This design comes from an exercise in tuning for small area, a short achievable clock period and few clock cycles per item on the open sky130 flow, not from production work. Function was checked by simulation only, so behaviour that the tests miss may differ from the original.

<file path="flow/flow/run.sh">
#!/bin/bash
# The standard layout, with sky130_fd_sc_hd__buf_1 as the buffer that
# buffer_ports puts on every input and output port.
set -euo pipefail
export BUFFER_PORTS_ARGS="-buffer_cell sky130_fd_sc_hd__buf_1"
bash standard.sh > standard_flow.log 2>&1
</file>
<file path="flow/standard.sh">
#!/bin/bash
# synth_recipe.tcl (not shown) runs the flow's synth.tcl, then flattens the netlist and writes it again
# the make line also repeats each setting of config.mk as NAME=value (left out here)
make -C /OpenROAD-flow-scripts/flow DESIGN_CONFIG=/design/flow/config.mk WORK_HOME=/design/flow/orfs CLKGATE_MAP_FILE= SYNTH_SCRIPT=/design/flow/synth_recipe.tcl "${@:-finish}"
</file>
<file path="flow/config.mk">
export PLATFORM = sky130hd
export DESIGN_NAME = alpha_compositor
export DESIGN_NICKNAME = alpha_compositor
export VERILOG_FILES = /design/flow/design.v
export SDC_FILE = /design/flow/constraint.sdc
export NUM_CORES = 4
export LEC_CHECK = 0
export ABC_AREA = 1
export CAP_MARGIN = 20
export CORE_MARGIN = 2
export CORE_UTILIZATION = 70
export CTS_CLUSTER_DIAMETER = 100
export CTS_CLUSTER_SIZE = 30
export SLEW_MARGIN = 70
</file>
<file path="flow/constraint.sdc">
create_clock -name core_clock -period 33.0 [get_ports {clk}]
set_input_delay 6.6000 -clock core_clock [delete_from_list [all_inputs] [get_ports {clk}]]
set_output_delay 6.6000 -clock core_clock [all_outputs]
set_load 0.01 [all_outputs]
</file>
<file path="flow/design.v">
module alpha_compositor (
    input  wire         clk,
    input  wire         rst,         
    input  wire         cmd_valid,
    output wire         cmd_ready,
    input  wire [127:0] cmd,
    output reg          rsp_valid,
    input  wire         rsp_ready,
    output wire [47:0]  rsp
);
    function [31:0] csa;
        input [15:0] x;
        input [15:0] y;
        input [15:0] z;
        reg   [15:0] s;
        reg   [15:0] c;
        begin
            s   = x ^ y ^ z;
            c   = (x & y) | (x & z) | (y & z);
            csa = {c[14:0], 1'b0, s};
        end
    endfunction
    function [15:0] wsum;
        input [9:0] F;
        input [9:0] B;
        input [5:0] a;
        reg   [15:0] r0, r1, r2, r3, r4, r5;
        reg   [31:0] t1, t2, t3, t4;
        begin
            r0 = {6'd0, a[0] ? F : B};
            r1 = {5'd0, a[1] ? F : B, 1'd0};
            r2 = {4'd0, a[2] ? F : B, 2'd0};
            r3 = {3'd0, a[3] ? F : B, 3'd0};
            r4 = {2'd0, a[4] ? F : B, 4'd0};
            r5 = {1'd0, a[5] ? F : B, 5'd0};
            t1 = csa(r0, r1, r2);
            t2 = csa(r3, r4, r5);
            t3 = csa(t1[15:0], t1[31:16], t2[15:0]);
            t4 = csa(t3[15:0], t3[31:16], t2[31:16]);
            wsum = t4[15:0] + t4[31:16];
        end
    endfunction
    reg        ready_q;
    assign cmd_ready = ready_q;
    wire       accept = cmd_valid && ready_q;
    wire [7:0] cop = cmd[127:120];
    reg        v1;
    reg [7:0]  op1;
    reg [15:0] a0, a1;          
    reg [5:0]  a2;              
    reg        a2hi;            
    reg        xbad1;           
    reg        chan1, bch1, bpx1, use31;
    always @(posedge clk) begin
        op1   <= cop;
        a0    <= cmd[95:80];
        a1    <= cmd[79:64];
        a2    <= cmd[53:48];
        a2hi  <= cmd[63:54] != 10'd0;
        xbad1 <= (cmd[119:96] != 24'd0) || (cmd[47:0] != 48'd0);
        chan1 <= (cop == 8'h02) || (cop == 8'h04);
        bch1  <= (cop == 8'h04);
        bpx1  <= (cop == 8'h05);
        use31 <= (cop == 8'h04) || (cop == 8'h05);
        v1    <= accept && !rst;
    end
    wire is_nop  = op1 == 8'h00;
    wire is_sqrt = op1 == 8'h01;
    wire is_mch  = op1 == 8'h02;
    wire is_mpx  = op1 == 8'h03;
    wire is_bch  = op1 == 8'h04;
    wire is_bpx  = op1 == 8'h05;
    wire is_uv   = op1 == 8'h08;
    wire is_set  = (op1 == 8'h10) || (op1 == 8'h11);
    wire legal   = is_nop | is_sqrt | is_mch | is_mpx | is_bch | is_bpx | is_uv | is_set;
    wire use2 = is_mch | is_mpx | is_bch | is_bpx;
    wire rsv_bad = xbad1 || (is_nop && a0 != 16'd0) || (!use2 && a1 != 16'd0)
                || (!use31 && (a2hi || a2 != 6'd0));
    wire rng_bad = (is_sqrt && a0[15:12] != 4'd0)
                || (chan1 && (a0[15:6] != 10'd0 || a1[15:6] != 10'd0))
                || (is_bch && a2hi);
    wire [1:0] cause = !legal ? 2'd1 : rsv_bad ? 2'd2 : rng_bad ? 2'd3 : 2'd0;
    wire [15:0] bgpx  = bpx1 ? a1 : 16'd0;
    wire [5:0]  al    = use31 ? a2 : a1[5:0];
    wire        alhi  = use31 ? a2hi : (a1[15:6] != 10'd0);
    wire [5:0]  g_f   = chan1 ? a0[5:0] : a0[10:5];
    wire [5:0]  g_b   = bch1 ? a1[5:0] : bgpx[10:5];
    wire [9:0]  FR, BR, FG, BG, FB, BB;
    ac_sq5 u_fr (.i(a0[15:11]),   .o(FR));
    ac_sq5 u_br (.i(bgpx[15:11]), .o(BR));
    ac_sq6 u_fg (.i(g_f),         .o(FG));
    ac_sq6 u_bg (.i(g_b),         .o(BG));
    ac_sq5 u_fb (.i(a0[4:0]),     .o(FB));
    ac_sq5 u_bb (.i(bgpx[4:0]),   .o(BB));
    wire [15:0] sR = wsum(FR, BR, al);
    wire [15:0] sG = wsum(FG, BG, al);
    wire [15:0] sB = wsum(FB, BB, al);
    wire [15:0] gin = is_sqrt ? {a0[11:0], 4'd0} : sG;
    wire al_hi   = alhi || al == 6'd63;
    wire al_zero = !alhi && al == 6'd0;
    wire [8:0]  uv_th;
    ac_uv_angle u_ang (.f0(a0), .th(uv_th));
    reg [2:0]  kind;
    reg [15:0] side;
    always @(*) begin
        if (cause != 2'd0) begin
            kind = 3'd1; side = {6'd0, op1, cause};
        end else if (is_mch) begin
            kind = 3'd2; side = sG;
        end else if ((is_mpx || is_bpx) && al_hi) begin
            kind = 3'd2; side = a0;
        end else if ((is_mpx || is_bpx) && al_zero) begin
            kind = 3'd2; side = a1;
        end else if (is_mpx || is_bpx) begin
            kind = 3'd3; side = 16'd0;
        end else if (is_sqrt || is_bch) begin
            kind = 3'd4; side = 16'd0;
        end else if (is_uv) begin
            kind = 3'd5; side = {7'd0, uv_th};
        end else begin
            kind = 3'd0; side = 16'd0;
        end
    end
    reg        v2;
    reg [2:0]  kind2;
    reg [15:0] side2;
    reg [9:0]  sR2, sB2;            
    reg [11:0] sG2;                 
    always @(posedge clk) begin
        v2    <= v1 && !rst;
        kind2 <= kind;
        side2 <= side;
        sR2   <= sR[15:6];
        sG2   <= gin[15:4];
        sB2   <= sB[15:6];
    end
    wire [4:0] rR, rB;
    wire [5:0] rG;
    ac_isqrt10 u_qr (.n(sR2), .r(rR));
    ac_isqrt12 u_qg (.n(sG2), .r(rG));
    ac_isqrt10 u_qb (.n(sB2), .r(rB));
    reg [1:0]  kc;
    reg [15:0] pc;
    always @(*) begin
        case (kind2)
            3'd1:    begin kc = 2'd3; pc = side2; end
            3'd2:    begin kc = 2'd1; pc = side2; end
            3'd3:    begin kc = 2'd1; pc = {rR, rG, rB}; end
            3'd4:    begin kc = 2'd1; pc = {10'd0, rG}; end
            3'd5:    begin kc = 2'd2; pc = side2; end
            default: begin kc = 2'd0; pc = side2; end
        endcase
    end
    reg [17:0] qm [0:2];
    reg [1:0]  wp, rp, cnt;
    reg [1:0]  occ;             
    always @(posedge clk) begin
        if (v2)
            qm[wp] <= {kc, pc};
    end
    wire        qne   = cnt != 2'd0;
    wire        have  = qne || v2;
    wire [17:0] nxt   = qne ? qm[rp] : {kc, pc};
    wire [8:0] uqr = qne ? qm[rp][8:0] : side2[8:0];
    wire [17:0] uv;
    ac_uv_table u_tab (.th(uqr), .o(uv));
    wire [8:0] dx = uv[8:0];
    wire [8:0] dy = uv[17:9];
    reg        fault;
    reg [7:0]  s_op;
    reg [1:0]  s_cause;
    reg [15:0] res0;
    reg [8:0]  res1;            
    reg        res1_s;          
    assign rsp = {s_op, 2'b00, s_cause, 3'b000, fault, {4{res1_s}}, {3{res1[8]}}, res1, res0};
    wire [1:0] wp_i  = (wp == 2'd2) ? 2'd0 : wp + 2'd1;
    wire [1:0] rp_i  = (rp == 2'd2) ? 2'd0 : rp + 2'd1;
    wire [1:0] t_wp  = (v2 && qne) ? wp_i : wp;
    wire [1:0] t_rp  = qne ? rp_i : rp;
    wire [1:0] t_cnt = cnt - {1'b0, qne} + {1'b0, v2 && qne};
    wire [1:0] h_wp  = v2 ? wp_i : wp;
    wire [1:0] h_cnt = cnt + {1'b0, v2};
    wire [1:0] occ_a = occ + {1'b0, accept};
    wire       t_rdy = (occ_a - {1'b0, have}) != 2'd3;
    wire       h_rdy = occ_a != 2'd3;
    wire [1:0] t_occ = occ_a - {1'b0, have};
    wire [1:0] nk   = nxt[17:16];
    wire       live = have && !fault;
    wire       upd0 = live && (nk == 2'd1 || nk == 2'd2);
    wire       upd1 = live && (nk == 2'd2);
    wire       updf = live && (nk == 2'd3);
    wire [15:0] r0n = (nk == 2'd2) ? {{7{dx[8]}}, dx} : nxt[15:0];
    wire take = !rsp_valid || rsp_ready;
    always @(posedge clk) begin
        if (rst || (take && upd0)) res0 <= rst ? 16'd0 : r0n;
    end
    always @(posedge clk) begin
        if (rst || (take && upd1)) res1 <= rst ? 9'd0 : dy;
    end
    always @(posedge clk) begin
        if (rst || (take && upd1)) res1_s <= !rst && uqr > 9'd72 && uqr < 9'd216;
    end
    always @(posedge clk) begin
        if (rst || (take && updf)) begin
            fault   <= !rst;
            s_op    <= rst ? 8'd0 : nxt[9:2];
            s_cause <= rst ? 2'd0 : nxt[1:0];
        end
    end
    always @(posedge clk) begin
        if (rst) begin
            wp        <= 2'd0;
            rp        <= 2'd0;
            cnt       <= 2'd0;
            occ       <= 2'd0;
            ready_q   <= 1'b1;
            rsp_valid <= 1'b0;
        end else if (take) begin
            wp        <= t_wp;
            rp        <= t_rp;
            cnt       <= t_cnt;
            occ       <= t_occ;
            ready_q   <= t_rdy;
            rsp_valid <= have;
        end else begin
            wp        <= h_wp;
            cnt       <= h_cnt;
            occ       <= occ_a;
            ready_q   <= h_rdy;
        end
    end
endmodule
module ac_sq5(i, o);
  input [4:0] i;
  wire [4:0] i;
  output [9:0] o;
  wire [9:0] o;
  wire n0;
  wire n1;
  wire n10;
  wire n11;
  wire n12;
  wire n13;
  wire n14;
  wire n15;
  wire n16;
  wire n17;
  wire n18;
  wire n19;
  wire n2;
  wire n20;
  wire n3;
  wire n4;
  wire n5;
  wire n6;
  wire n7;
  wire n8;
  wire n9;
  assign n7 = ~i[0];
  assign n6 = i[2] & ~(i[1]);
  assign n5 = ~(i[3] ^ i[2]);
  assign n4 = ~n5;
  assign o[4] = n7 ? n6 : n4;
  assign o[2] = i[1] & ~(i[0]);
  assign n3 = ~i[3];
  assign n2 = i[1] & ~(n5);
  assign n1 = n2 & ~(n7);
  assign n0 = n3 & ~(n1);
  assign o[9] = i[4] & ~(n0);
  assign n20 = ~(i[2] ^ i[1]);
  assign o[3] = i[0] & ~(n20);
  assign n19 = i[4] & i[0];
  assign n18 = n5 & ~(n7);
  assign n17 = ~((n18 & i[2]) | n2);
  assign o[5] = ~(n17 ^ n19);
  assign n16 = ~i[2];
  assign n15 = n1 | ~(i[4]);
  assign o[8] = ~((i[3] & n16) | n15);
  assign n14 = ~n0;
  assign n13 = ~(i[4] & i[1]);
  assign n12 = i[1] ? i[4] : i[2];
  assign n11 = n12 & ~(n19);
  assign o[6] = ~((n11 | n3) & (n13 | n14));
  assign n10 = i[3] | ~(i[2]);
  assign n9 = ~i[1];
  assign n8 = i[4] ? n9 : n16;
  assign o[7] = ~((n8 | n3) & (n15 | n10));
  assign o[1:0] = { 1'h0, i[0] };
endmodule
module ac_sq6(i, o);
  input [5:0] i;
  wire [5:0] i;
  output [9:0] o;
  wire [9:0] o;
  wire n0;
  wire n1;
  wire n10;
  wire n11;
  wire n12;
  wire n13;
  wire n14;
  wire n15;
  wire n16;
  wire n17;
  wire n18;
  wire n19;
  wire n2;
  wire n20;
  wire n21;
  wire n22;
  wire n23;
  wire n24;
  wire n25;
  wire n26;
  wire n27;
  wire n28;
  wire n29;
  wire n3;
  wire n30;
  wire n31;
  wire n32;
  wire n33;
  wire n34;
  wire n35;
  wire n36;
  wire n37;
  wire n38;
  wire n39;
  wire n4;
  wire n40;
  wire n41;
  wire n42;
  wire n43;
  wire n44;
  wire n45;
  wire n46;
  wire n47;
  wire n48;
  wire n49;
  wire n5;
  wire n50;
  wire n51;
  wire n52;
  wire n53;
  wire n6;
  wire n7;
  wire n8;
  wire n9;
  assign n51 = ~((n52 | i[5]) & i[2]);
  assign n50 = i[5] & ~(i[3]);
  assign n49 = i[3] & ~(i[5]);
  assign n48 = ~((n50 & n52) | n49);
  assign n47 = ~(n48 & i[4]);
  assign n46 = n51 & ~(n47);
  assign n45 = n32 | n18;
  assign o[7] = ~((n45 & n37) | n46);
  assign o[9] = i[5] & ~(n31);
  assign n44 = n32 & ~(n30);
  assign n43 = n46 | ~(n44);
  assign n42 = ~((n52 | i[4]) & n8);
  assign n41 = n48 & ~(n42);
  assign n40 = ~(o[9] & n17);
  assign n39 = ~((n41 | i[2]) & n40);
  assign o[6] = n43 & ~(n39);
  assign n38 = n13 & ~(n17);
  assign o[1] = i[0] & ~(n38);
  assign n37 = ~i[4];
  assign n36 = i[5] & ~(i[1]);
  assign n35 = ~i[5];
  assign n34 = i[2] & i[3];
  assign n33 = n34 | n35;
  assign n32 = n33 & ~(n36);
  assign n31 = n37 & ~(n32);
  assign n30 = i[4] & i[3];
  assign n29 = n30 & ~(n35);
  assign o[8] = n29 | n31;
  assign o[0] = i[1] & ~(i[0]);
  assign n28 = ~o[0];
  assign n27 = ~(i[2] | i[3]);
  assign n26 = ~(n27 | n34);
  assign n25 = ~n26;
  assign n24 = ~(n34 | i[1]);
  assign n23 = ~(n24 | n27);
  assign n22 = n37 & ~(n23);
  assign n21 = ~(n23 & i[4]);
  assign n20 = ~(n21 & i[0]);
  assign o[3] = ~((n20 | n22) & (n25 | n28));
  assign n19 = ~i[0];
  assign n18 = ~i[3];
  assign n17 = i[2] & ~(i[1]);
  assign n16 = ~(i[4] ^ i[3]);
  assign n15 = n17 & ~(n16);
  assign n14 = n15 | n18;
  assign n13 = i[2] | ~(i[1]);
  assign n12 = n13 | n37;
  assign n11 = ~((n12 & n14) | n19);
  assign n10 = i[5] & ~(n11);
  assign n9 = ~(n10 & i[0]);
  assign n8 = i[1] | ~(i[3]);
  assign n7 = n17 | i[0];
  assign n6 = ~((n7 | n8) & (n16 | n28));
  assign n5 = ~((n11 & n35) | n6);
  assign o[4] = ~(n5 & n9);
  assign o[2] = i[0] ? n26 : n17;
  assign n4 = i[4] & ~(i[0]);
  assign n3 = ~((n4 | i[3]) & (n30 | i[2]));
  assign n2 = n10 & ~(n3);
  assign n1 = ~n3;
  assign n0 = ~((n1 | n10) & i[1]);
  assign n53 = ~((n11 & n36) | n15);
  assign o[5] = ~((n0 | n2) & n53);
  assign n52 = i[0] & i[1];
endmodule
module ac_isqrt12(n, r);
  input [11:0] n;
  wire [11:0] n;
  output [5:0] r;
  wire [5:0] r;
  wire n0;
  wire n1;
  wire n10;
  wire n11;
  wire n12;
  wire n13;
  wire n14;
  wire n15;
  wire n16;
  wire n17;
  wire n18;
  wire n19;
  wire n2;
  wire n20;
  wire n21;
  wire n22;
  wire n23;
  wire n24;
  wire n25;
  wire n26;
  wire n27;
  wire n28;
  wire n29;
  wire n3;
  wire n30;
  wire n31;
  wire n32;
  wire n33;
  wire n34;
  wire n35;
  wire n36;
  wire n37;
  wire n38;
  wire n39;
  wire n4;
  wire n40;
  wire n41;
  wire n42;
  wire n43;
  wire n44;
  wire n45;
  wire n46;
  wire n47;
  wire n48;
  wire n49;
  wire n5;
  wire n50;
  wire n51;
  wire n52;
  wire n53;
  wire n54;
  wire n55;
  wire n56;
  wire n57;
  wire n58;
  wire n59;
  wire n6;
  wire n60;
  wire n61;
  wire n62;
  wire n63;
  wire n64;
  wire n65;
  wire n66;
  wire n67;
  wire n68;
  wire n69;
  wire n7;
  wire n70;
  wire n71;
  wire n72;
  wire n73;
  wire n74;
  wire n75;
  wire n76;
  wire n77;
  wire n78;
  wire n79;
  wire n8;
  wire n80;
  wire n81;
  wire n9;
  assign r[3] = ~n48;
  assign n47 = ~(n[5] | n[4]);
  assign n46 = ~n47;
  assign n45 = ~n53;
  assign n44 = n[11] & ~(n50);
  assign n43 = ~(n55 & n59);
  assign n42 = ~((n43 & n44) | (n48 & n45));
  assign n41 = n61 & ~(n49);
  assign n40 = ~((n48 & r[4]) | n41);
  assign n39 = n40 ^ n[8];
  assign n38 = ~(n39 & r[5]);
  assign n37 = n39 ^ n52;
  assign n36 = n[6] ? n48 : n46;
  assign n35 = r[4] & ~(n36);
  assign n34 = ~r[4];
  assign n33 = ~(n36 & n34);
  assign n32 = n48 | n[6];
  assign n31 = ~((n32 & n[7]) | n41);
  assign n30 = ~((n31 & n33) | n35);
  assign n29 = ~((n30 | n37) & n38);
  assign n28 = n29 & n42;
  assign n27 = n28 ? n48 : n46;
  assign n26 = n27 ^ n[6];
  assign n25 = n26 ^ r[4];
  assign n24 = ~n[4];
  assign n23 = n24 & ~(n28);
  assign n22 = n23 ^ n[5];
  assign n21 = n22 | n48;
  assign n20 = n22 ^ n48;
  assign n19 = n[3] | n[2];
  assign n18 = n[4] ? n28 : n19;
  assign n17 = n20 & ~(n18);
  assign n16 = n21 & ~(n17);
  assign n15 = n25 & ~(n16);
  assign n14 = ~((n26 & r[4]) | n15);
  assign n13 = n33 & ~(n35);
  assign n12 = n13 & ~(n28);
  assign n11 = n12 ^ n31;
  assign n10 = ~(n11 ^ n52);
  assign n9 = n10 & n14;
  assign n8 = n52 & ~(n11);
  assign n7 = n30 ^ n37;
  assign n6 = ~((n39 & n42) | n7);
  assign n5 = n6 | n8;
  assign n4 = ~(n5 | n9);
  assign r[1] = ~n4;
  assign r[2] = ~n28;
  assign n3 = n4 ? n28 : n19;
  assign n2 = n3 ^ n24;
  assign n1 = n2 | n48;
  assign n0 = n18 ^ n20;
  assign n81 = n4 ? n22 : n0;
  assign n80 = n4 | n[2];
  assign n79 = n80 ^ n[3];
  assign n78 = n79 & ~(n28);
  assign n77 = ~(n[1] | n[0]);
  assign n76 = n[2] ? r[1] : n77;
  assign n75 = n28 & ~(n79);
  assign n74 = n76 & ~(n75);
  assign n73 = ~n2;
  assign n72 = ~((n73 | r[3]) & (n74 | n78));
  assign n71 = ~((n72 & n1) | (n81 & n34));
  assign n70 = ~n26;
  assign n69 = n16 ^ n25;
  assign n68 = n4 ? n70 : n69;
  assign n67 = ~((n68 | n52) & (n81 | n34));
  assign n66 = n6 | ~(n11);
  assign n65 = n10 ^ n14;
  assign n64 = ~((n65 & n66) | (n68 & n52));
  assign r[0] = ~((n67 | n71) & n64);
  assign n63 = ~(n[8] | n[9]);
  assign n62 = ~n63;
  assign r[4] = n[10] ? n[11] : n62;
  assign n61 = ~(n[7] | n[6]);
  assign n60 = ~(n61 | n[8]);
  assign n59 = ~n60;
  assign n58 = ~(n[8] & n[9]);
  assign n57 = n[10] & ~(n[11]);
  assign n56 = ~(n57 & n[9]);
  assign n55 = n56 & n58;
  assign n54 = ~n55;
  assign n53 = ~((r[4] & n63) | n54);
  assign n52 = ~(n[11] | n[10]);
  assign r[5] = ~n52;
  assign n51 = ~((r[5] & n53) | n59);
  assign n50 = ~(n63 ^ n[10]);
  assign n49 = n[11] ? n50 : n58;
  assign n48 = n49 & ~(n51);
endmodule
module ac_isqrt10(n, r);
  input [9:0] n;
  wire [9:0] n;
  output [4:0] r;
  wire [4:0] r;
  wire n0;
  wire n1;
  wire n10;
  wire n11;
  wire n12;
  wire n13;
  wire n14;
  wire n15;
  wire n16;
  wire n17;
  wire n18;
  wire n19;
  wire n2;
  wire n20;
  wire n21;
  wire n22;
  wire n23;
  wire n24;
  wire n25;
  wire n26;
  wire n27;
  wire n28;
  wire n29;
  wire n3;
  wire n30;
  wire n31;
  wire n32;
  wire n33;
  wire n34;
  wire n35;
  wire n36;
  wire n37;
  wire n38;
  wire n39;
  wire n4;
  wire n40;
  wire n41;
  wire n42;
  wire n43;
  wire n44;
  wire n45;
  wire n46;
  wire n47;
  wire n48;
  wire n49;
  wire n5;
  wire n50;
  wire n51;
  wire n6;
  wire n7;
  wire n8;
  wire n9;
  assign n43 = ~((n44 & n47) | (n0 & n17));
  assign n42 = n12 | ~(n13);
  assign n41 = r[1] & ~(n42);
  assign n40 = n41 ^ n10;
  assign n39 = ~((n40 | n36) & (n0 | n17));
  assign n38 = n9 ? n19 : n3;
  assign n37 = ~((n40 & n36) | n38);
  assign r[0] = ~((n39 | n43) & n37);
  assign n36 = ~(n[8] | n[9]);
  assign r[4] = ~n36;
  assign n35 = ~n[7];
  assign n34 = ~n[9];
  assign n33 = ~(n[8] | n[6]);
  assign r[3] = ~((n33 & n35) | (n[8] & n34));
  assign n32 = ~(n[5] | n[4]);
  assign n31 = n[7] ? n34 : n33;
  assign n30 = n[8] & n[9];
  assign n29 = ~(n30 | n31);
  assign n28 = n32 & ~(n[6]);
  assign n27 = n33 ^ n35;
  assign n26 = n[9] & ~(n27);
  assign n25 = ~n26;
  assign r[2] = ~((n25 & n28) | n29);
  assign n24 = r[2] & n32;
  assign n23 = ~(n[8] & n[6]);
  assign n22 = n28 & ~(n34);
  assign n21 = n31 | ~(n33);
  assign n20 = n21 & ~(n22);
  assign n19 = ~((n23 | n24) & n20);
  assign n18 = ~(n19 | n36);
  assign n17 = ~r[3];
  assign n16 = ~n29;
  assign n15 = ~(n[3] | n[2]);
  assign n14 = n[4] ? n16 : n15;
  assign n13 = n17 | ~(n14);
  assign n12 = n17 & ~(n14);
  assign n11 = r[2] & ~(n[4]);
  assign n10 = n11 ^ n[5];
  assign n9 = ~((n10 | n12) & n13);
  assign n8 = n[9] | ~(n[7]);
  assign n7 = n28 & ~(n8);
  assign n6 = n33 | n35;
  assign n5 = n32 | n[8];
  assign n4 = ~((n5 | n6) & (n25 | n28));
  assign n3 = n4 | n7;
  assign n2 = ~((n22 & n35) | n3);
  assign r[1] = ~((n9 | n18) & n2);
  assign n1 = r[1] ? n15 : r[2];
  assign n0 = n1 ^ n[4];
  assign n51 = r[1] & ~(n[3]);
  assign n50 = ~n[3];
  assign n49 = ~n15;
  assign n48 = r[1] ? n49 : n50;
  assign n47 = ~((n51 | r[2]) & n48);
  assign n46 = n[0] | n[2];
  assign n45 = ~(n46 | n[1]);
  assign n44 = ~((n48 | r[2]) & n45);
endmodule
module ac_uv_angle(f0, th);
  input [15:0] f0;
  wire [15:0] f0;
  output [8:0] th;
  wire [8:0] th;
  wire n0;
  wire n1;
  wire n10;
  wire n11;
  wire n12;
  wire n13;
  wire n14;
  wire n15;
  wire n16;
  wire n17;
  wire n18;
  wire n19;
  wire n2;
  wire n20;
  wire n21;
  wire n22;
  wire n23;
  wire n24;
  wire n25;
  wire n26;
  wire n27;
  wire n28;
  wire n29;
  wire n3;
  wire n30;
  wire n31;
  wire n32;
  wire n33;
  wire n34;
  wire n35;
  wire n36;
  wire n37;
  wire n38;
  wire n39;
  wire n4;
  wire n40;
  wire n41;
  wire n42;
  wire n43;
  wire n5;
  wire n6;
  wire n7;
  wire n8;
  wire n9;
  assign n26 = f0[14] & f0[8];
  assign n25 = ~(f0[13] | f0[7]);
  assign n24 = f0[12] & f0[6];
  assign n23 = ~f0[5];
  assign n22 = ~(f0[4] | f0[11]);
  assign n21 = f0[4] ^ f0[11];
  assign n20 = ~((n21 & n23) | n22);
  assign n19 = f0[12] ^ f0[6];
  assign n18 = ~((n19 & n20) | n24);
  assign n17 = f0[13] ^ f0[7];
  assign n16 = ~((n17 & n18) | n25);
  assign n15 = f0[14] ^ f0[8];
  assign n14 = ~((n15 & n16) | n26);
  assign n13 = f0[15] ^ f0[9];
  assign n12 = ~(n13 ^ n14);
  assign n11 = n19 ^ n20;
  assign n10 = n11 & ~(n12);
  assign n9 = n15 ^ n16;
  assign n8 = ~(n21 ^ f0[5]);
  assign n7 = n8 | n9;
  assign n6 = n17 ^ n18;
  assign n5 = n6 & f0[10];
  assign n4 = n13 & ~(n14);
  assign n3 = ~((f0[15] & f0[9]) | n4);
  assign n2 = n6 ^ f0[10];
  assign n1 = n2 & ~(n3);
  assign n0 = ~(n1 | n5);
  assign n43 = n8 ^ n9;
  assign n42 = n43 & ~(n0);
  assign n41 = n7 & ~(n42);
  assign n40 = ~(n11 ^ n12);
  assign n39 = n40 & ~(n41);
  assign n38 = ~(n39 | n10);
  assign n37 = ~(n2 ^ n3);
  assign n36 = n37 & n38;
  assign n35 = ~(n43 ^ n0);
  assign n34 = n35 | n36;
  assign n33 = n40 ^ n41;
  assign n32 = n34 & ~(n33);
  assign n31 = ~(n37 | n38);
  assign n30 = n35 & ~(n31);
  assign th[8] = n32 & ~(n30);
  assign n29 = ~(n31 | n36);
  assign th[7] = ~(n29 ^ n32);
  assign th[6] = ~(n33 ^ n34);
  assign n28 = ~n30;
  assign n27 = n29 | n32;
  assign th[5] = ~((n27 | n28) & n34);
  assign th[4] = ~f0[4];
  assign th[3:0] = f0[3:0];
endmodule
module ac_uv_table(th, o);
  input [8:0] th;
  wire [8:0] th;
  output [17:0] o;
  wire [17:0] o;
  wire n0;
  wire n1;
  wire n10;
  wire n100;
  wire n101;
  wire n102;
  wire n103;
  wire n104;
  wire n105;
  wire n106;
  wire n107;
  wire n108;
  wire n109;
  wire n11;
  wire n110;
  wire n111;
  wire n112;
  wire n113;
  wire n114;
  wire n115;
  wire n116;
  wire n117;
  wire n118;
  wire n119;
  wire n12;
  wire n120;
  wire n121;
  wire n122;
  wire n123;
  wire n124;
  wire n125;
  wire n126;
  wire n127;
  wire n128;
  wire n129;
  wire n13;
  wire n130;
  wire n131;
  wire n132;
  wire n133;
  wire n134;
  wire n135;
  wire n136;
  wire n137;
  wire n138;
  wire n139;
  wire n14;
  wire n140;
  wire n141;
  wire n142;
  wire n143;
  wire n144;
  wire n145;
  wire n146;
  wire n147;
  wire n148;
  wire n149;
  wire n15;
  wire n150;
  wire n151;
  wire n152;
  wire n153;
  wire n154;
  wire n155;
  wire n156;
  wire n157;
  wire n158;
  wire n159;
  wire n16;
  wire n160;
  wire n161;
  wire n162;
  wire n163;
  wire n164;
  wire n165;
  wire n166;
  wire n167;
  wire n168;
  wire n169;
  wire n17;
  wire n170;
  wire n171;
  wire n172;
  wire n173;
  wire n174;
  wire n175;
  wire n176;
  wire n177;
  wire n178;
  wire n179;
  wire n18;
  wire n180;
  wire n181;
  wire n182;
  wire n183;
  wire n184;
  wire n185;
  wire n186;
  wire n187;
  wire n188;
  wire n189;
  wire n19;
  wire n190;
  wire n191;
  wire n192;
  wire n193;
  wire n194;
  wire n195;
  wire n196;
  wire n197;
  wire n198;
  wire n199;
  wire n2;
  wire n20;
  wire n200;
  wire n201;
  wire n202;
  wire n203;
  wire n204;
  wire n205;
  wire n206;
  wire n207;
  wire n208;
  wire n209;
  wire n21;
  wire n210;
  wire n211;
  wire n212;
  wire n213;
  wire n214;
  wire n215;
  wire n216;
  wire n217;
  wire n218;
  wire n219;
  wire n22;
  wire n220;
  wire n221;
  wire n222;
  wire n223;
  wire n224;
  wire n225;
  wire n226;
  wire n227;
  wire n228;
  wire n229;
  wire n23;
  wire n230;
  wire n231;
  wire n232;
  wire n233;
  wire n234;
  wire n235;
  wire n236;
  wire n237;
  wire n238;
  wire n239;
  wire n24;
  wire n240;
  wire n241;
  wire n242;
  wire n243;
  wire n244;
  wire n245;
  wire n246;
  wire n247;
  wire n248;
  wire n249;
  wire n25;
  wire n250;
  wire n251;
  wire n252;
  wire n253;
  wire n254;
  wire n255;
  wire n256;
  wire n257;
  wire n258;
  wire n259;
  wire n26;
  wire n260;
  wire n261;
  wire n262;
  wire n263;
  wire n264;
  wire n265;
  wire n266;
  wire n267;
  wire n268;
  wire n269;
  wire n27;
  wire n270;
  wire n271;
  wire n272;
  wire n273;
  wire n274;
  wire n275;
  wire n276;
  wire n277;
  wire n278;
  wire n279;
  wire n28;
  wire n280;
  wire n281;
  wire n29;
  wire n3;
  wire n30;
  wire n31;
  wire n32;
  wire n33;
  wire n34;
  wire n35;
  wire n36;
  wire n37;
  wire n38;
  wire n39;
  wire n4;
  wire n40;
  wire n41;
  wire n42;
  wire n43;
  wire n44;
  wire n45;
  wire n46;
  wire n47;
  wire n48;
  wire n49;
  wire n5;
  wire n50;
  wire n51;
  wire n52;
  wire n53;
  wire n54;
  wire n55;
  wire n56;
  wire n57;
  wire n58;
  wire n59;
  wire n6;
  wire n60;
  wire n61;
  wire n62;
  wire n63;
  wire n64;
  wire n65;
  wire n66;
  wire n67;
  wire n68;
  wire n69;
  wire n7;
  wire n70;
  wire n71;
  wire n72;
  wire n73;
  wire n74;
  wire n75;
  wire n76;
  wire n77;
  wire n78;
  wire n79;
  wire n8;
  wire n80;
  wire n81;
  wire n82;
  wire n83;
  wire n84;
  wire n85;
  wire n86;
  wire n87;
  wire n88;
  wire n89;
  wire n9;
  wire n90;
  wire n91;
  wire n92;
  wire n93;
  wire n94;
  wire n95;
  wire n96;
  wire n97;
  wire n98;
  wire n99;
  assign n254 = ~th[8];
  assign n253 = ~(th[0] | th[1]);
  assign n252 = n253 & ~(th[2]);
  assign n251 = ~(th[4] | th[5]);
  assign n250 = th[7] & ~(n251);
  assign n249 = ~((th[6] & th[7]) | n250);
  assign n248 = ~(th[3] | th[5]);
  assign n247 = th[6] & ~(n248);
  assign n246 = ~((th[4] & th[6]) | th[7]);
  assign n245 = n246 & ~(n247);
  assign n244 = n245 | ~(n249);
  assign n243 = ~((n247 & n250) | th[8]);
  assign n242 = n243 & n244;
  assign n241 = n242 ^ th[3];
  assign n240 = ~(n241 | n252);
  assign n239 = n249 & ~(th[8]);
  assign n238 = ~(n239 & th[4]);
  assign n237 = ~(n239 | th[4]);
  assign n236 = n238 & ~(n237);
  assign n235 = ~th[3];
  assign n234 = n235 & ~(n242);
  assign n233 = n234 & n252;
  assign n232 = n233 ^ n236;
  assign n231 = n232 & ~(n240);
  assign n230 = ~((n234 & n238) | n237);
  assign n229 = n230 ^ th[5];
  assign n228 = ~n229;
  assign n227 = n231 & ~(n228);
  assign n226 = ~n227;
  assign n225 = ~(n230 | th[5]);
  assign n224 = ~(n225 ^ th[6]);
  assign n223 = ~n224;
  assign n222 = ~((n226 & n254) | n223);
  assign n221 = ~n222;
  assign n220 = n252 & ~(n235);
  assign n219 = ~n220;
  assign n218 = n241 & ~(n252);
  assign n217 = n219 & ~(n218);
  assign n216 = n232 & ~(n217);
  assign n215 = n216 & ~(n228);
  assign n214 = ~th[1];
  assign n213 = ~th[0];
  assign n212 = n242 & ~(n213);
  assign n211 = n212 ^ n214;
  assign n210 = ~n211;
  assign n209 = ~n253;
  assign n208 = n209 & ~(n242);
  assign n207 = n208 ^ th[2];
  assign n206 = th[1] & ~(th[0]);
  assign n205 = n206 & n207;
  assign n204 = ~(n205 | n252);
  assign n203 = n204 & ~(n210);
  assign n202 = n209 & ~(n207);
  assign n201 = n202 | n203;
  assign n200 = n215 & ~(n201);
  assign n199 = n231 | n242;
  assign n198 = n199 ^ n228;
  assign n197 = n231 ? n228 : n198;
  assign n196 = ~(n206 | n211);
  assign n195 = n196 & ~(n207);
  assign n194 = n216 & ~(n195);
  assign n193 = n197 & ~(n194);
  assign n192 = ~(n232 ^ n240);
  assign n191 = ~n192;
  assign n190 = ~n206;
  assign n189 = ~(n207 & n209);
  assign n188 = n189 & n240;
  assign n187 = ~(n188 & n190);
  assign n186 = n207 ? n190 : n213;
  assign n185 = ~((n191 | n253) & n217);
  assign n184 = ~((n185 & n187) | (n186 & n191));
  assign n183 = ~n236;
  assign n182 = n183 & ~(n217);
  assign n181 = n189 & ~(n252);
  assign n180 = n181 & ~(n211);
  assign n179 = ~((n180 | n205) & n182);
  assign n178 = n184 | ~(n179);
  assign n177 = n193 & ~(n178);
  assign n176 = n252 ? n235 : n241;
  assign n175 = n207 & ~(n176);
  assign n174 = n213 & ~(n175);
  assign n173 = n187 & ~(n211);
  assign n172 = ~n217;
  assign n171 = n192 & ~(n172);
  assign n170 = ~n171;
  assign n169 = ~((n170 | n203) & (n173 | n192));
  assign n168 = ~((n174 & n182) | n169);
  assign n167 = ~((n197 | n168) & n221);
  assign o[9] = ~((n167 | n177) & (n200 | n221));
  assign n166 = n243 & ~(n245);
  assign n165 = ~n166;
  assign n164 = ~n197;
  assign n163 = ~n232;
  assign n162 = n186 & ~(n253);
  assign n161 = ~n207;
  assign n160 = n161 & ~(n196);
  assign n159 = ~(n160 | n162);
  assign n158 = n159 | n163;
  assign n157 = n186 & n218;
  assign n156 = n158 & ~(n157);
  assign n155 = th[0] & ~(n207);
  assign n154 = ~n155;
  assign n153 = n154 & ~(n203);
  assign n152 = n153 ^ n217;
  assign n151 = n192 ? n156 : n152;
  assign n150 = ~(n211 & th[0]);
  assign n149 = n150 & ~(n206);
  assign n148 = n154 & ~(n149);
  assign n147 = ~(n148 | n159);
  assign n146 = n172 ? n213 : n147;
  assign n145 = ~(n146 & n191);
  assign n144 = n211 & ~(n181);
  assign n143 = n144 | n202;
  assign n142 = n205 | ~(n182);
  assign n141 = ~((n142 | n203) & (n143 | n170));
  assign n140 = n197 & ~(n141);
  assign n139 = ~((n140 & n145) | (n151 & n164));
  assign n138 = n139 | ~(n221);
  assign n137 = n166 & o[9];
  assign n136 = n144 & n215;
  assign n135 = n207 & ~(n149);
  assign n134 = n135 | n159;
  assign n133 = n188 & ~(n210);
  assign n132 = ~((n188 | n211) & n192);
  assign n131 = ~((n132 | n133) & (n134 | n192));
  assign n130 = ~(n131 | n197);
  assign n129 = ~n130;
  assign n128 = n186 & ~(n252);
  assign n127 = n171 & ~(n196);
  assign n126 = n128 | ~(n127);
  assign n125 = ~n196;
  assign n124 = n207 & ~(n150);
  assign n123 = n124 | n176;
  assign n122 = n123 | n160;
  assign n121 = ~((n122 & n191) | (n157 & n125));
  assign n120 = ~(n121 & n126);
  assign n119 = n197 & ~(n120);
  assign n118 = n221 & ~(n119);
  assign n117 = ~((n118 & n129) | (n136 & n222));
  assign n116 = n117 & n166;
  assign n115 = n116 | n137;
  assign n114 = ~((n115 | n138) & n166);
  assign n113 = ~((n154 & n211) | n195);
  assign n112 = n113 & ~(n182);
  assign n111 = ~(n112 & n169);
  assign n110 = ~(n134 | n192);
  assign n109 = n182 & ~(n113);
  assign n108 = n134 & n200;
  assign n107 = n108 | n109;
  assign n106 = ~((n110 & n217) | n107);
  assign n105 = ~((n106 & n111) | n197);
  assign n104 = n180 | ~(n189);
  assign n103 = ~((n104 & n191) | (n185 & n189));
  assign n102 = ~(n149 & n216);
  assign n101 = ~(n102 & n197);
  assign n100 = ~((n101 | n103) & n221);
  assign n99 = ~(n100 | n105);
  assign n98 = ~((n99 & n114) | n165);
  assign n97 = ~(n197 | n222);
  assign n96 = n195 | n172;
  assign n95 = n192 & ~(n144);
  assign n94 = ~(n188 | n192);
  assign n93 = n180 | n217;
  assign n92 = ~((n93 & n94) | (n95 & n96));
  assign n91 = n183 & ~(n176);
  assign n90 = n198 & ~(n91);
  assign n89 = ~(n90 | n222);
  assign n88 = ~((n89 & n193) | (n92 & n97));
  assign n87 = ~((n88 | n98) & n166);
  assign n86 = ~((n94 | n171) & n221);
  assign n85 = n86 | n193;
  assign n84 = n87 & ~(n85);
  assign n83 = n84 | ~(n166);
  assign n82 = n97 & ~(n171);
  assign o[16] = n82 ^ n83;
  assign o[15] = ~(n85 ^ n87);
  assign o[14] = n88 ^ n98;
  assign n81 = ~n97;
  assign n80 = ~(n134 | n155);
  assign n79 = n80 | n172;
  assign n78 = ~(n144 | n180);
  assign n77 = n78 & ~(n205);
  assign n76 = n79 & ~(n77);
  assign n75 = n133 | n192;
  assign n74 = ~((n127 & n181) | (n143 & n182));
  assign n73 = ~((n75 | n76) & n74);
  assign n72 = n149 & ~(n207);
  assign n71 = n135 | ~(n176);
  assign n70 = n71 | n72;
  assign n69 = n218 & ~(n236);
  assign n68 = ~((n70 & n94) | n69);
  assign n67 = n68 | n222;
  assign n66 = ~((n67 & n81) | (n73 & n164));
  assign o[13] = ~(n66 ^ n98);
  assign o[12] = n99 ^ n114;
  assign o[11] = n115 ^ n138;
  assign o[10] = n117 ^ n137;
  assign n65 = ~n160;
  assign n64 = n227 | n242;
  assign n63 = n64 ^ n223;
  assign n62 = ~n63;
  assign n61 = n198 & ~(n232);
  assign n60 = ~((n149 | n176) & (n175 | th[0]));
  assign n59 = ~n198;
  assign n58 = ~(n232 & n176);
  assign n57 = ~((n58 | n124) & n59);
  assign n56 = n236 & ~(n176);
  assign n55 = ~n56;
  assign n54 = n162 & ~(n55);
  assign n53 = ~n91;
  assign n52 = ~n176;
  assign n51 = n232 | n52;
  assign n50 = n51 | ~(n148);
  assign n49 = n155 | n206;
  assign n48 = ~((n49 | n53) & n50);
  assign n47 = n48 | n54;
  assign n46 = ~(n198 & n232);
  assign n45 = ~((n150 | n175) & n190);
  assign n44 = ~((n45 | n46) & (n47 | n57));
  assign n43 = ~((n60 & n61) | n44);
  assign n42 = ~(n64 & n223);
  assign n41 = n219 & ~(n42);
  assign n40 = ~n41;
  assign n39 = ~((n40 | n65) & (n43 | n62));
  assign o[0] = ~n39;
  assign n38 = ~n239;
  assign n37 = ~n72;
  assign n36 = n53 | n80;
  assign n35 = ~((n51 | n159) & n59);
  assign n34 = ~((n127 & n204) | n35);
  assign n33 = ~n61;
  assign n32 = ~(n149 ^ n175);
  assign n31 = n204 & ~(n147);
  assign n30 = ~((n31 | n46) & (n32 | n33));
  assign n29 = ~((n34 & n36) | n30);
  assign n28 = ~((n29 | n62) & (n40 | n37));
  assign n27 = n239 & ~(n39);
  assign n26 = n27 | ~(n28);
  assign n25 = ~((n146 | n206) & n207);
  assign n24 = ~((n25 & n154) | n33);
  assign n23 = ~(n56 & n147);
  assign n22 = n72 | ~(n181);
  assign n21 = n22 | n53;
  assign n20 = n150 & n204;
  assign n19 = ~((n20 | n51) & (n58 | th[0]));
  assign n18 = n21 & ~(n19);
  assign n17 = ~((n18 & n23) | n198);
  assign n16 = n190 & ~(n160);
  assign n15 = n16 ^ n176;
  assign n14 = ~((n15 | n46) & n63);
  assign n13 = n14 | n17;
  assign n12 = n13 | n24;
  assign n11 = ~((n12 | n26) & n239);
  assign n10 = n16 | ~(n176);
  assign n9 = n10 ^ n31;
  assign n8 = n9 | n46;
  assign n7 = ~n241;
  assign n6 = ~n113;
  assign n5 = ~((n45 & n7) | (n6 & n176));
  assign n4 = ~((n52 & n253) | n232);
  assign n3 = n202 | ~(n4);
  assign n2 = n149 & ~(n155);
  assign n1 = ~((n2 | n55) & (n58 | n211));
  assign n0 = n3 & ~(n1);
  assign n281 = ~((n0 & n59) | (n5 & n61));
  assign n280 = ~((n281 & n8) | n62);
  assign n279 = ~((n280 & n11) | n38);
  assign n278 = n175 | ~(n232);
  assign n277 = n71 & ~(n278);
  assign n276 = ~(n123 & n163);
  assign n275 = ~((n276 | n72) & n198);
  assign n274 = ~((n275 | n277) & n57);
  assign n273 = n277 | n171;
  assign n272 = ~((n273 | n57) & n63);
  assign n271 = n272 | ~(n274);
  assign n270 = ~((n271 | n279) & n239);
  assign n269 = ~((n278 & n53) | n62);
  assign n268 = n269 & n57;
  assign n267 = ~(n268 & n270);
  assign n266 = ~(n267 & n239);
  assign n265 = n63 & n90;
  assign o[7] = n265 ^ n266;
  assign o[6] = n268 ^ n270;
  assign o[5] = n271 ^ n279;
  assign n264 = ~((n119 | n77) & n232);
  assign n263 = ~((n119 & n77) | n264);
  assign n262 = n51 | ~(n22);
  assign n261 = ~((n53 | n143) & n262);
  assign n260 = n261 | n263;
  assign n259 = ~((n78 & n172) | n278);
  assign n258 = n69 | n198;
  assign n257 = ~((n258 | n259) & n63);
  assign n256 = ~((n260 & n198) | n257);
  assign o[4] = ~(n256 ^ n279);
  assign o[3] = n280 ^ n11;
  assign n255 = ~(n26 & n239);
  assign o[2] = ~(n12 ^ n255);
  assign o[1] = ~(n27 ^ n28);
  assign o[17] = ~((n82 & n84) | n165);
  assign o[8] = ~((n176 | n238) & n266);
endmodule
</file>
==> impl_metrics.ini, run 1 <==
[run_status]
status = no timing/DRC/antenna violations

[clock_tree]
cts_inserted_buffers = 12
post_cts_resize_count = 0
path_clk_slew_ps = 110
htree_levels = 1
clk_latency_ps = 520
clock_sinks = 208
cts_hold_buffers = 0
root_buffer = clkbuf_16
cts_max_path_buffers = 3
postCtsSetupBuffers = 0
cts_tree = built

[timing]
maxSlewViolCount = 0
finalSetupViolations = 0
hold_violations = 0
timing.final.ws_setup_ps = 25220
period_share_pct = 23.6
rsz0062_at_grt = false
period_needed_ps = 7780
fin_worst_skew_ps = 47.6
fmax_mhz = 128
fin_tns_setup_ps = 0

[finish]
multi_input_area_sq_um = 11300
areaGrowthSynthToFinish_pct = 9.74
nets = 2911
final-seq-area_sq_um = 5080
final_area_sq_um = 19600
final_util_pct = 77.9
fillers = 1844
drive_above_1_share_pct = 7.17

[worst_setup_path]
crit_path_max_fanout = 4
crit_type = register to output pin
crit_path_start_kind = register
crit_path_max_incr_delay_ps = 520
crit_slowest_cell = edfxtp_1
crit_buf_inv = 1
crit_arrival_ps = 1180
path_delay_family = flip-flops
cp.required_ps = 26400
worstPathCellList = buf_1
reg2regPathDepth = 36
end_kind = output pin
worst-path-stages = 1

[logic_synthesis]
synth_top_area_cell = edfxtp_1
syn_area_per_cell_sq_um = 7.41
yosysTopAreaCellShare_pct = 15.3
yosysMostFrequentCell = nand2_1
synth_mux_area_share_pct = 0.126
yosys_warnings = 1
synth_edf_count = 91
syn_area_sq_um = 17800
seq_area_frac_synth_pct = 28.5
synth_compound_area_share_pct = 16.5
synth_cell_type_count = 65
async_flop_share_pct = 0
synthTopCellsByArea = edfxtp_1 (15%), dfxtp_1 (13%), nand2_1 (12%)
synth_common_cells = nand2_1 (559), inv_1 (371), o21ai_0 (288)
synthSimpleGateAreaFrac_pct = 23.0
synthAdderAreaFrac_pct = 19.6
synth_cells = 2404
synth-seq-cells = 208
synth_top_family_by_area = simple AND/OR/NAND/NOR gates
synth_xor_area_share_pct = 2.21
synth_top_flop_cell = dfxtp_1

[floorplan]
die_h_microns = 164
rows = 58
initial_utilization_pct = 71.0
core_sq_um = 25100
ios = 182
die_w_microns = 164
dieArea_sq_um = 26800

[placed_design]
place_area_sq_um = 19000
portBuffers = 176
dp_hpwl_mm = 41.3
pre_cts_slack_ps = 24880
gp_congestion = 1.05

[worst_hold_path]
hold_class = register to register
hold_depth = 2

[detailed_routing]
avgRoutedWirePerCell_microns = 18.4
postRouteAntennaNets = 0
wl_mm = 53.2
initialDrtViolationCount = 2364
drc = 0
drtPass1Iterations = 9
vias_per_cell = 6.08
vias = 17600

[global_routing]
grt_overflow = 0
antenna_found_initial = 1
grt.total_usage_pct = 39.9
grt_pass1_vias = 17000
grt_max_degree = 43
grt_pass1_wl_mm = 84.7

[job]
maxCapViolations = 0
per-stage QoR:
stage | hold slack, ps | cells
after floorplan | 388 | 2408
after global placement | 404 | 2860
after detailed placement | 402 | 2876
after CTS | 422 | 2896
after global routing | 447 | 2897
final | 419 | 2900
layout make-up:
cell class                 count  area share [%]
antenna                        3          0.0384
clock buffer                  14            1.57
clock inverter                 6           0.435
inverter                     390            7.51
multi-input combinational   1742            57.8
sequential                   208            26.0
tap                          330            2.11
timing repair buffer         207            4.53
layer usage:
metal | share of wire (%) | global-route usage [%]
met2 | 47 | 68.1
met4 | 7.3 | 24.0
met1 | 36 | 47.8
met5 | 0 | 0
met3 | 9.8 | 5.76
worst paths after layout:
check | start | end | slack (ps)
worst max-delay path | res1[8]$_SDFFCE_PP0P_ | rsp[24] | 25220
worst min-delay path | v1$_DFF_P_ | v2$_DFF_P_ | 420
worst max register to register | cnt[1]$_SDFF_PP0_ | res0[10]$_SDFFCE_PP0P_ | 25750
worst min register to register | v1$_DFF_P_ | v2$_DFF_P_ | 420
flip-flops by register name, indices dropped and copies added, names as in the netlist, 2 cells and up, named ones only:
signal / count
a2: 6
occ: 2
rp: 2
kind2: 3
s_cause: 2
s_op: 8
sB2: 10
res0: 16
sG2: 12
res1: 9
wp: 2
a0: 16
op1: 8
a1: 16
cnt: 2
qm: 54
sR2: 10
side2: 16
kinds of logic after synthesis:
group	after synthesis
flops	208
mux	2
compound gates	515
xor+xnor	42
fa+ha+maj	218
simple gates	960
buf+inv	458
other cells	1
placed cells by master, fill, tap and decap left out, drive strengths merged, types with 19 or more instances in the layout:
master,instances
nor2,172
a21oi,94
edfxtp,91
buf,206
dfxtp,117
xor2,32
o21ai,300
nor4,30
inv,386
nor3,19
nand3,117
ha,117
nand2,582
fa,101
Testbench counts, summed over its fixed seeds: cycles 18,018, items 18,000.
==> inputs of run 2 (changes only) <==
--- a/flow/config.mk
+++ b/flow/config.mk
@@ -8,7 +8,8 @@
 export ABC_AREA = 1
 export CAP_MARGIN = 20
 export CORE_MARGIN = 2
-export CORE_UTILIZATION = 70
+export CORE_UTILIZATION = 60
 export CTS_CLUSTER_DIAMETER = 100
 export CTS_CLUSTER_SIZE = 30
+export PLACE_DENSITY = 0.8
 export SLEW_MARGIN = 70
==> impl_metrics.ini, run 2 <==
[run_status]
status = no timing/DRC/antenna violations

[global_routing]
grt.total_usage_pct = 33.3
grt_pass1_vias = 16300
antenna_found_initial = 0
grt_overflow = 0
grt_max_degree = 46
grt_pass1_wl_mm = 82.7

[logic_synthesis]
yosysTopAreaCellShare_pct = 15.3
syn_area_per_cell_sq_um = 7.41
synth_cell_type_count = 65
synth_top_area_cell = edfxtp_1
synth_top_flop_cell = dfxtp_1
synth-seq-cells = 208
synthTopCellsByArea = edfxtp_1 (15%), dfxtp_1 (13%), nand2_1 (12%)
synth_edf_count = 91
syn_area_sq_um = 17800
synth_cells = 2404
async_flop_share_pct = 0
yosysMostFrequentCell = nand2_1
synth_common_cells = nand2_1 (559), inv_1 (371), o21ai_0 (288)
seq_area_frac_synth_pct = 28.5
yosys_warnings = 1

[placed_design]
dp_hpwl_mm = 41.2
gp_congestion = 1.02
portBuffers = 176

[detailed_routing]
drtPass1Iterations = 8
wl_mm = 51.8
postRouteAntennaNets = 0
vias_per_cell = 5.76
initialDrtViolationCount = 1701
vias = 17000
avgRoutedWirePerCell_microns = 17.5
drc = 0

[worst_setup_path]
r2r-start = cnt[1]$_SDFF_PP0_
r2r_end = res0[12]$_SDFFCE_PP0P_
crit_buf_inv = 1
reg2regPathDepth = 32
cp.required_ps = 26400
crit_path_max_fanout = 4
path_delay_family = flip-flops
crit_path_max_incr_delay_ps = 510
end_kind = output pin
crit_type = register to output pin
crit_arrival_ps = 1170
crit_start = res1[8]$_SDFFCE_PP0P_
worstPathCellList = buf_1
crit_path_start_kind = register
crit_slowest_cell = edfxtp_1
r2r_slack_ps = 25820

[finish]
drive_above_1_share_pct = 7.36
largest_register = qm
areaGrowthSynthToFinish_pct = 10.1
layout_commonest_cell = nand2_1
final_cell_mix = nand2_1 (559), inv_1 (365), o21ai_0 (263)
largest_register_ffs = 54
diodes = 0
nets = 2911

[worst_hold_path]
min_from = v1$_DFF_P_
hold_class = register to register
min_to = v2$_DFF_P_
hold_depth = 2

[clock_tree]
clock_sinks = 208
root_buffer = clkbuf_16
cts_inserted_buffers = 12
htree_levels = 1
post_cts_resize_count = 0
cts_tree = built
postCtsSetupBuffers = 0
cts_hold_buffers = 0
cts_max_path_buffers = 3
clk_latency_ps = 520
path_clk_slew_ps = 120

[timing]
finalSetupViolations = 0
maxSlewViolCount = 0
hold-worst-slack_ps = 435
hold_violations = 0
fin_worst_skew_ps = 48.2
period_needed_ps = 7770
fin_tns_setup_ps = 0
rsz0062_at_grt = false
period_share_pct = 23.5
fmax_mhz = 129

[floorplan]
rows = 63
initial_utilization_pct = 60.5
die_w_microns = 176
dieArea_sq_um = 31100
ios = 182
die_h_microns = 176
core_sq_um = 29500

[job]
maxCapViolations = 0
## run 2: changes by cell type in the layout (fill, tap and decap cells not counted), sizes merged
cell           change
clkdlybuf4s50      -1
diode              -3
clkinvlp           -1
clkbuf             +1
inv                +2
clkinv             -2
dlymetal6s2s       +1
## run 2: routing by layer
layer  track usage (%)  wire [microns]  vias up
li1                  -               -     8189
met1              41.0           20200     7870
met2              58.2           24700      797
met3              3.90            4040      172
met4              16.0            2810        0
met5                 0               0        -
## run 2: kinds of logic (layout without fill, tap and decap cells)
family,after synthesis,in the layout,synth area share [%]
multiplexers,2,2,0.126
XOR/XNOR,42,42,2.21
adder cells (fa/ha/maj),218,218,19.6
buffers and inverters,458,617,10.0
AO/OA/AOI/OAI,515,515,16.5
other,1,5,0.0210
flip-flops,208,208,28.5
AND/OR/NAND/NOR,960,960,23.0
## run 2: final cells by class
class	count	area, sq um
Multi-Input combinational cell	1742	11300
Timing Repair Buffer	207	871
Sequential cell	208	5090
Tap cell	390	488
Fill cell	2531	9860
Clock buffer	15	312
Inverter	390	1470
Clock inverter	5	83.8
## run 2: per-stage QoR
| step | instances | worst slack, ps | utilization, % | instance area [sq um] |
|---|---|---|---|---|
| after CTS | 2955 | 25220 | 66.2 | 19500 |
| after floorplan | 2408 | 24590 | - | 17800 |
| after global placement | 2919 | 24960 | 63.9 | 18800 |
| after detailed placement | 2935 | 24760 | 64.9 | 19100 |
| after global routing | 2957 | 25140 | 66.6 | 19600 |
| final | 2957 | 25230 | 66.6 | 19600 |
## run 2: worst max path at each step
stage	end	slack, ps	cells past startpoint
2_1_floorplan	res0[0]$_SDFFCE_PP0P_	24590	2
3_3_place_gp	res1[4]$_SDFFCE_PP0P_	24960	4
3_5_place_dp	res1[4]$_SDFFCE_PP0P_	24760	6
4_1_cts	rsp[29]	25220	1
5_1_grt	res1[4]$_SDFFCE_PP0P_	25140	6
6_report	rsp[27]	25230	1
==> inputs of run 3 (changes only) <==
--- a/flow/config.mk
+++ b/flow/config.mk
@@ -11,5 +11,4 @@
 export CORE_UTILIZATION = 60
 export CTS_CLUSTER_DIAMETER = 100
 export CTS_CLUSTER_SIZE = 30
-export PLACE_DENSITY = 0.8
 export SLEW_MARGIN = 70
==> impl_metrics.ini, run 3 <==
[timing]
period_share_pct = 23.5
hold_violations = 0
finalSetupViolations = 0
hold-worst-slack_ps = 415
maxSlewViolCount = 0
timing.final.ws_setup_ps = 25250
fin_tns_setup_ps = 0
period_needed_ps = 7750
fin_worst_skew_ps = 63.9
rsz0062_at_grt = false
fmax_mhz = 129

[logic_synthesis]
synth_edf_count = 91
synth_top_family_by_area = simple AND/OR/NAND/NOR gates
yosys_warnings = 1
synth_compound_area_share_pct = 16.5
synthSimpleGateAreaFrac_pct = 23.0
syn_area_sq_um = 17800
yosysTopAreaCellShare_pct = 15.3
yosysMostFrequentCell = nand2_1
synth_top_area_cell = edfxtp_1
synth-seq-cells = 208
syn_area_per_cell_sq_um = 7.41
synth_cells = 2404
synthAdderAreaFrac_pct = 19.6
synthTopCellsByArea = edfxtp_1 (15%), dfxtp_1 (13%), nand2_1 (12%)
synth_top_flop_cell = dfxtp_1
seq_area_frac_synth_pct = 28.5
synth_mux_area_share_pct = 0.126
async_flop_share_pct = 0
synth_cell_type_count = 65
synth_common_cells = nand2_1 (559), inv_1 (371), o21ai_0 (288)
synth_xor_area_share_pct = 2.21

[finish]
largest_register = qm
largest_register_ffs = 54
layout_commonest_cell = nand2_1
drive_above_1_share_pct = 7.52
nets = 2909
finalNonFillerCells = 2955
final_area_sq_um = 19600
areaGrowthSynthToFinish_pct = 9.93
final_cell_mix = nand2_1 (559), inv_1 (364), o21ai_0 (265)
diodes = 0

[clock_tree]
cts_hold_buffers = 0
cts_inserted_buffers = 12
path_clk_slew_ps = 110
cts_max_path_buffers = 3
root_buffer = clkbuf_16
cts_tree = built
htree_levels = 1
post_cts_resize_count = 0
postCtsSetupBuffers = 0
clk_latency_ps = 520
clock_sinks = 208

[worst_setup_path]
crit_type = register to output pin
crit_path_max_fanout = 4
cp.required_ps = 26400
crit_arrival_ps = 1150
r2r_end = res0[12]$_SDFFCE_PP0P_
crit_path_start_kind = register
r2r_slack_ps = 25820
end_kind = output pin
reg2regPathDepth = 35
crit_path_max_incr_delay_ps = 510
crit_buf_inv = 1
crit_slowest_cell = edfxtp_1
worstPathCellList = buf_1
path_delay_family = flip-flops

[worst_hold_path]
hold_depth = 2
min_to = v2$_DFF_P_
hold_class = register to register
min_from = v1$_DFF_P_

[floorplan]
ios = 182
die_w_microns = 176
core_sq_um = 29500
initial_utilization_pct = 60.5
rows = 63
dieArea_sq_um = 31100
die_h_microns = 176

[detailed_routing]
drc = 0
wl_mm = 51.6
avgRoutedWirePerCell_microns = 17.5
postRouteAntennaNets = 0
drtPass1Iterations = 6
initialDrtViolationCount = 1513
vias_per_cell = 5.69
vias = 16800

[global_routing]
grt_pass1_wl_mm = 82.8
grt_max_degree = 47
grt_overflow = 0
grt_pass1_vias = 16300
grt.total_usage_pct = 33.5
antenna_found_initial = 0

[placed_design]
gp_congestion = 0.994
portBuffers = 176
dp_hpwl_mm = 41.2
dp_cells = 2934
place_area_sq_um = 19100
pre_cts_slack_ps = 24880

[run_status]
status = no timing/DRC/antenna violations

[job]
maxCapViolations = 0
run 3: per-layer routing:
metal / vias to the layer above / GRT usage [%] / wire, microns
met2: 639 / 59.2 / 25200
met4: 0 / 14.5 / 2420
met1: 7858 / 41.4 / 20600
li1: 8198 / - / -
met3: 129 / 3.75 / 3400
met5: - / 0 / 0
run 3: logic make-up (layout without fill, tap and decap cells):
kind of cell / Yosys count / count (layout)
mux: 2 / 2
buf+inv: 458 / 615
simple gates: 960 / 960
fa+ha+maj: 218 / 218
compound gates: 515 / 515
other cells: 1 / 5
xor+xnor: 42 / 42
flops: 208 / 208
run 3: area by class of cell:
cell class | count | area (sq um)
multi-input cells | 1742 | 11300
fillers | 2599 | 9890
flip-flops and latches | 208 | 5090
inverters | 390 | 1470
repair buffers | 205 | 862
well taps | 390 | 488
clock buffers | 15 | 312
clock inverters | 5 | 67.6
run 3: how the worst max path moves through the flow:
stage               slack [ps]  depth (start not counted)                   from                    end
floorplan                24590                          2              rsp_ready  res0[0]$_SDFFCE_PP0P_
global placement         24950                          4                    rst  res1[4]$_SDFFCE_PP0P_
detailed placement       24880                          5                    rst  res1[2]$_SDFFCE_PP0P_
CTS                      25240                          1  res1[8]$_SDFFCE_PP0P_                rsp[27]
global route             25210                          1  res1[8]$_SDFFCE_PP0P_                rsp[24]
finish                   25250                          1  res1[8]$_SDFFCE_PP0P_                rsp[27]
run 3: through the flow:
stage          util (%)
6_report           66.5
5_1_grt            66.5
4_1_cts            66.1
3_5_place_dp       64.8
3_3_place_gp       63.9
2_1_floorplan         -

==> what the ideal ports hide <==
How much do the figures lean on ideal ports? The routed layouts below were timed once more, with nothing changed but the port constraints.
Step 1: set_driving_cell puts a clkbuf_16 on clk and a buf_2 on each other input, an assumption about the parent block.
Step 2 adds t to the input delays and takes it off the output delays; t is the mean of the earliest and latest rising clock arrival at the registers after step 1. Input paths then give back, and output paths get back, about the clock's delay inside the block.
Three values: ideal, step 1, step 2; two values: the first two.
run	t (ns)	slack for setup (ns)	worst hold slack (ns)
run 1	0.536	25.216 / 25.173 / 24.813	0.419 / 0.419 / 0.419
run 2	0.550	25.232 / 25.175 / 24.748	0.435 / 0.435 / 0.435
run 3	0.547	25.250 / 25.194 / 24.881	0.415 / 0.415 / 0.415
After both steps setup and hold are still met in every run listed. For run 2, which loses most, drivers alone change the setup slack by -0.057 ns; drivers and shift together by -0.484 ns.
